This design comes from an exercise in tuning for small area, a short achievable clock period and few clock cycles per item on the open sky130 flow, not from production work. Where RTL was checked, it was by simulation tests only, not by an equivalence proof against the original.

==> run B <==
==> flow/design.v (excerpt) <==
module nco_waveform (
    input  wire        clk,
    input  wire        rst,         
    input  wire        in_valid,
    output wire        in_ready,
    input  wire [31:0] p_in,
    input  wire [31:0] gain_in,
    input  wire [2:0]  wave_in,
    input  wire [31:0] rng_in,
    output reg         out_valid,
    output reg  [31:0] y_out,
    output reg  [31:0] rng_out
);
    localparam [23:0] D_MANT = 24'hC90FDB;      
    assign in_ready = 1'b1;
    integer i;
    reg v0, v1, v2, v3, v4, v5;
    always @(posedge clk) begin
        if (rst) begin
            v0 <= 1'b0; v1 <= 1'b0; v2 <= 1'b0; v3 <= 1'b0; v4 <= 1'b0; v5 <= 1'b0;
            out_valid <= 1'b0;
        end else begin
            v0 <= in_valid; v1 <= v0; v2 <= v1; v3 <= v2; v4 <= v3; v5 <= v4;
            out_valid <= v5;
        end
    end
    reg [30:0] p0;
    reg [23:0] pxn0;                      
    reg        pnz0;                      
    reg [31:0] g0, r0;
    reg [2:0]  w0;
    always @(posedge clk) begin
        p0 <= p_in[30:0];
        pxn0 <= ~{(p_in[30:23] != 8'd0), p_in[22:0]};
        pnz0 <= (p_in[30:23] != 8'd0);
        g0 <= gain_in;
        r0 <= rng_in;
        w0 <= wave_in;
    end
    wire is_sq  = (w0 == 3'd1);
    wire is_tri = (w0 == 3'd2);
    wire is_saw = (w0 == 3'd3);
    wire is_nz  = !(is_sq || is_tri || is_saw);
    reg [31:0] ls;
    reg [23:0] kk;
    always @(*) begin
        ls = r0;
        kk = 24'd0;
        for (i = 0; i < 24; i = i + 1) begin
            kk = {kk[22:0], ls[0]};
            ls = (ls >> 1) ^ (ls[0] ? 32'h80200003 : 32'd0);
        end
    end
    wire [7:0]  pe  = p0[30:23];
    wire        pnz = pnz0;
    wire [23:0] pX  = {pnz, p0[22:0]};
    wire [7:0]  pep = pnz ? pe : 8'd1;
    wire        t_big = (pe < 8'd102);
    wire [4:0]  t_sh  = 5'd1 - pe[4:0];                  
    wire [27:0] t_b   = {1'b1, p0[22:0], 4'b0000} >> t_sh;    
    reg  [4:0]  t_tz;                                     
    always @(*) begin
        t_tz = 5'd24;
        for (i = 23; i >= 0; i = i - 1)
            if (pX[i]) t_tz = i[4:0];
    end
    wire        t_s   = ({1'b0, t_tz} + 6'd4) < {1'b0, t_sh};    
  ...
make LEC_CHECK=0 CAP_MARGIN=50 CORE_MARGIN=2 CORE_UTILIZATION=30 SLEW_MARGIN=70 SYNTH_HIERARCHICAL=1 finish   # period 22.0 ns
run.sh (not shown) runs the stock make flow with config.mk's settings and CLKGATE_MAP_FILE= SYNTH_SCRIPT=/design/flow/synth_recipe.tcl, a recipe that flattens the netlist after the stock synthesis.
==> run H: changes against run B <==
--- a/flow/design.v
+++ b/flow/design.v
@@ -2181,31 +2181,29 @@
         r4    <= r3;
     end
     wire [25:0] d_p  = pa4 + pb4 + {25'd0, ci4};       
     wire        d_h  = d_p[25];
     wire [24:0] d_w  = d_h ? d_p[25:1] : d_p[24:0];    
-    wire        d_s0 = d_h ? (d_p[0] | st4) : st4;
     wire [7:0]  d_ef = d_h ? ef4 : (ef4 - 8'd1);
     wire [4:0]  d_sh = d_h ? sh14 : sh04;
     wire [24:0] d_ws = d_w >> d_sh;
-    reg  [24:0] d_m1, d_m0;
+    reg  [4:0]  d_tz;                     
     always @(*) begin
-        for (i = 0; i < 25; i = i + 1) begin
-            d_m1[i] = (i < sh14);
-            d_m0[i] = (i < sh04);
-        end
+        d_tz = 5'd26;
+        for (i = 25; i >= 0; i = i - 1)
+            if (d_p[i]) d_tz = i[4:0];
     end
-    wire        d_so = d_h ? |(d_p[25:1] & d_m1) : |(d_p[24:0] & d_m0);
+    wire        d_so = d_h ? (d_tz <= sh14) : (d_tz < sh04);
     reg [23:0] m5;
     reg        rg5, rs5;
     reg [7:0]  ef5;
     reg        sy5, nanq5, inf5, zero5, nanp5;
     reg [31:0] r5;
     always @(posedge clk) begin
         m5    <= d_ws[24:1];
         rg5   <= d_ws[0];
-        rs5   <= d_s0 | d_so;
+        rs5   <= st4 | d_so;
         ef5   <= d_ws[24] ? d_ef : 8'd0;
         sy5   <= sy4;
         nanq5 <= nanq4;
         inf5  <= inf4;
         zero5 <= zero4;
--- a/flow/config.mk
+++ b/flow/config.mk
@@ -5,8 +5,10 @@
 export SDC_FILE = /design/flow/constraint.sdc
 export NUM_CORES = 4
 export LEC_CHECK = 0
 export CAP_MARGIN = 50
 export CORE_MARGIN = 2
-export CORE_UTILIZATION = 30
+export CORE_UTILIZATION = 50
+export CTS_CLUSTER_DIAMETER = 100
+export CTS_CLUSTER_SIZE = 30
 export SLEW_MARGIN = 70
 export SYNTH_HIERARCHICAL = 1
==> run G: changes against run B <==
--- a/flow/design.v
+++ b/flow/design.v
@@ -357,11 +357,13 @@
     reg [25:0] a1;                        
     reg        up1, is_tri1, sqf1, s_x01, s_zx1, is_saw1, nanp1;
     reg [2:0]  s_rp1;
     reg [7:0]  s_evb1;
     reg [31:0] g1, r1;
+    reg        gnz1;                      
     always @(posedge clk) begin
+        gnz1    <= (g0[30:23] != 8'd0);
         a1      <= is_saw ? s_q0 : (is_tri ? {1'b0, t_k} : (is_nz ? {2'b00, kk} : 26'd0));
         up1     <= is_tri & t_up & !t_big;
         is_tri1 <= is_tri;
         sqf1    <= is_sq & sq_pos;
         s_x01   <= pX[0];
@@ -529,11 +531,13 @@
     wire        tn_s   = !tn_z && (!tn_x[23] ^ flip1);
     reg [24:0] a2;                        
     reg        c2, g2r, lo2, z2, sg2, is_saw2, nanp2;
     reg [7:0]  evb2;
     reg [31:0] g2, r2;
+    reg        gnz2;
     always @(posedge clk) begin
+        gnz2    <= gnz1;
         a2      <= is_saw1 ? b_sh : {1'b0, tn_mag};
         c2      <= b_c;
         g2r     <= b_g;
         lo2     <= b_lo1;
         z2      <= is_saw1 ? s_zx1 : tn_z;
@@ -558,23 +562,25 @@
     reg [23:0] m3;
     reg [7:0]  eb3;                       
     reg [4:0]  lz3;
     reg        z3, sg3, nanp3;
     reg [31:0] g3, r3;
+    reg        gnz3;
     always @(posedge clk) begin
+        gnz3  <= gnz2;
         m3    <= e_n[24:1];
         eb3   <= is_saw2 ? evb2 : 8'd128;
         lz3   <= e_lz;
         z3    <= e_z;
         sg3   <= sg2;
         nanp3 <= nanp2;
         g3    <= g2;
         r3    <= r2;
     end
     wire [7:0]  c_ge  = g3[30:23];
-    wire [23:0] c_gm  = {(c_ge != 8'd0), g3[22:0]};
-    wire [7:0]  c_gep = (c_ge == 8'd0) ? 8'd1 : c_ge;
+    wire [23:0] c_gm  = {gnz3, g3[22:0]};
+    wire [7:0]  c_gep = gnz3 ? c_ge : 8'd1;
     wire mc0 = c_gm[0] & m3[0];
     wire mc1 = c_gm[1] & m3[0];
     wire mc2 = c_gm[2] & m3[0];
     wire mc3 = c_gm[3] & m3[0];
     wire mc4 = c_gm[4] & m3[0];
@@ -2181,31 +2187,29 @@
         r4    <= r3;
     end
     wire [25:0] d_p  = pa4 + pb4 + {25'd0, ci4};       
     wire        d_h  = d_p[25];
     wire [24:0] d_w  = d_h ? d_p[25:1] : d_p[24:0];    
-    wire        d_s0 = d_h ? (d_p[0] | st4) : st4;
     wire [7:0]  d_ef = d_h ? ef4 : (ef4 - 8'd1);
     wire [4:0]  d_sh = d_h ? sh14 : sh04;
     wire [24:0] d_ws = d_w >> d_sh;
-    reg  [24:0] d_m1, d_m0;
+    reg  [4:0]  d_tz;                     
     always @(*) begin
-        for (i = 0; i < 25; i = i + 1) begin
-            d_m1[i] = (i < sh14);
-            d_m0[i] = (i < sh04);
-        end
+        d_tz = 5'd26;
+        for (i = 25; i >= 0; i = i - 1)
+            if (d_p[i]) d_tz = i[4:0];
     end
-    wire        d_so = d_h ? |(d_p[25:1] & d_m1) : |(d_p[24:0] & d_m0);
+    wire        d_so = d_h ? (d_tz <= sh14) : (d_tz < sh04);
     reg [23:0] m5;
     reg        rg5, rs5;
     reg [7:0]  ef5;
     reg        sy5, nanq5, inf5, zero5, nanp5;
     reg [31:0] r5;
     always @(posedge clk) begin
         m5    <= d_ws[24:1];
         rg5   <= d_ws[0];
-        rs5   <= d_s0 | d_so;
+        rs5   <= st4 | d_so;
         ef5   <= d_ws[24] ? d_ef : 8'd0;
         sy5   <= sy4;
         nanq5 <= nanq4;
         inf5  <= inf4;
         zero5 <= zero4;
==> flow/flow/run.sh (new file) <==
#!/bin/bash
# Layout: the standard flow (standard.sh, all steps unchanged), with the input and
# output port buffers that placement inserts made from sky130_fd_sc_hd__buf_2 cells.
# The make output goes to standard.log; ORFS's own per-step logs stay under orfs/logs/.
set -euo pipefail
export BUFFER_PORTS_ARGS="-buffer_cell sky130_fd_sc_hd__buf_2"
bash standard.sh finish > standard.log 2>&1
==> flow/standard.sh (new file) <==
#!/bin/bash
# synth_recipe.tcl (not shown) runs the flow's synth.tcl, then flattens the netlist and writes it again
# the make line also repeats each setting of config.mk as NAME=value (left out here)
make -C /OpenROAD-flow-scripts/flow DESIGN_CONFIG=/design/flow/config.mk WORK_HOME=/design/flow/orfs CLKGATE_MAP_FILE= SYNTH_SCRIPT=/design/flow/synth_recipe.tcl "${@:-finish}"
--- a/flow/config.mk
+++ b/flow/config.mk
@@ -5,8 +5,10 @@
 export SDC_FILE = /design/flow/constraint.sdc
 export NUM_CORES = 4
 export LEC_CHECK = 0
 export CAP_MARGIN = 50
 export CORE_MARGIN = 2
-export CORE_UTILIZATION = 30
+export CORE_UTILIZATION = 50
+export CTS_CLUSTER_DIAMETER = 100
+export CTS_CLUSTER_SIZE = 30
 export SLEW_MARGIN = 70
 export SYNTH_HIERARCHICAL = 1
removed: flow/run.sh
==> impl_metrics.ini <==
[sta]
fmax_mhz = 177.9

[global_route]
grt_use_total = 0.2666

[worst_setup_path]
critical_path_required_ns = 22.47
path_delay_family = adder cells
r2r_setup_slack_ns = 16.38

[run_status]
outcome = timing/DRC/antenna clean

[final_layout]
clkbuf_count = 37

[detailed_routing]
totalWireLength_um = 130900

[floorplan]
die_area_mm2 = 0.09911
The numbers above come from run G.

==> impl_metrics.ini <==
[final_layout]
clkbuf_count = 96
multi_input_area_share = 0.6060
area_growth_pct = 16.41

[floorplan]
rows = 148

[worst_setup_path]
critical_path_required_ns = 17.60
path_delay_family = buffers and inverters

[global_route]
grt_use_total = 0.1699
grt_max_degree = 47

[detailed_routing]
m1WireLength_um = 61780
dr_wl_met3_um = 8739
totalWireLength_um = 142600

[yosys]
syn_area_per_cell_um2 = 10.30
yosys-mux-area-fraction = 0.04041
synth_area_leaders = dfxtp_1 28%, fa_1 27%, and2_1 7.0%

[run_status]
outcome = timing/DRC/antenna clean

[sta]
fmax_mhz = 166.6

[clocking]
cts.path.max_buffers = 3
The numbers above come from run B.

==> impl_metrics.ini <==
[worst_setup_path]
path_delay_family = buffers and inverters
critical_path_required_ns = 17.60
cp-endpoint = rng_out[31]

[sta]
fmax_mhz = 166.0
grt_setup_unrepaired = no

[job]
drv_cap = 0

[yosys]
synth-seq-cells = 684

[placed_design]
dp_hpwl_um = 96290

[final_layout]
nonClkBufAreaFrac = 0.04843
clkbuf_count = 32
final_area_mm2 = 0.05351

[run_status]
outcome = timing/DRC/antenna clean

[floorplan]
die_area_mm2 = 0.09927

[detailed_routing]
dr_wl_met3_um = 7921
totalWireLength_um = 132000

[global_route]
grt_use_total = 0.2686
The numbers above come from run H.

Testbench counts of run B, summed over its fixed seeds: cycles 3,256, items 3,200.
Testbench counts of run G, summed over its fixed seeds: cycles 3,256, items 3,200.
No functional check of the RTL was part of run H.

==> re-timing with driven ports <==
Ports are ideal in the flow. The routed layouts listed here were re-timed in OpenROAD. Step 1: set_driving_cell puts a clkbuf_16 on clk and a buf_2 on each other input, an assumption about the parent block. Step 2 adds t to the input delays and takes it off the output delays; t is the mean of the earliest and latest rising clock arrival at the registers after step 1. Input paths then give back, and output paths get back, about the clock's delay inside the block. a / b / c = ideal / step 1 / step 2; a / b = the first two.
| run | t (ns) | slack for setup (ns) | worst setup path after step 2 | latest minus earliest clock arrival (ns) | pins driven straight from the clock port |
|---|---|---|---|---|---|
| run B | 0.722 | 15.998 / 15.930 / 16.263 | register to register | 0.060 / 0.060 | 1 |
| run H | 0.726 | 15.976 / 15.906 / 16.019 | register to register | 0.078 / 0.078 | 1 |
| run G | 0.674 | 16.378 / 16.378 / 16.378 | register to register | 0.059 / 0.058 | 1 |
After both steps setup and hold are still met in every run listed.
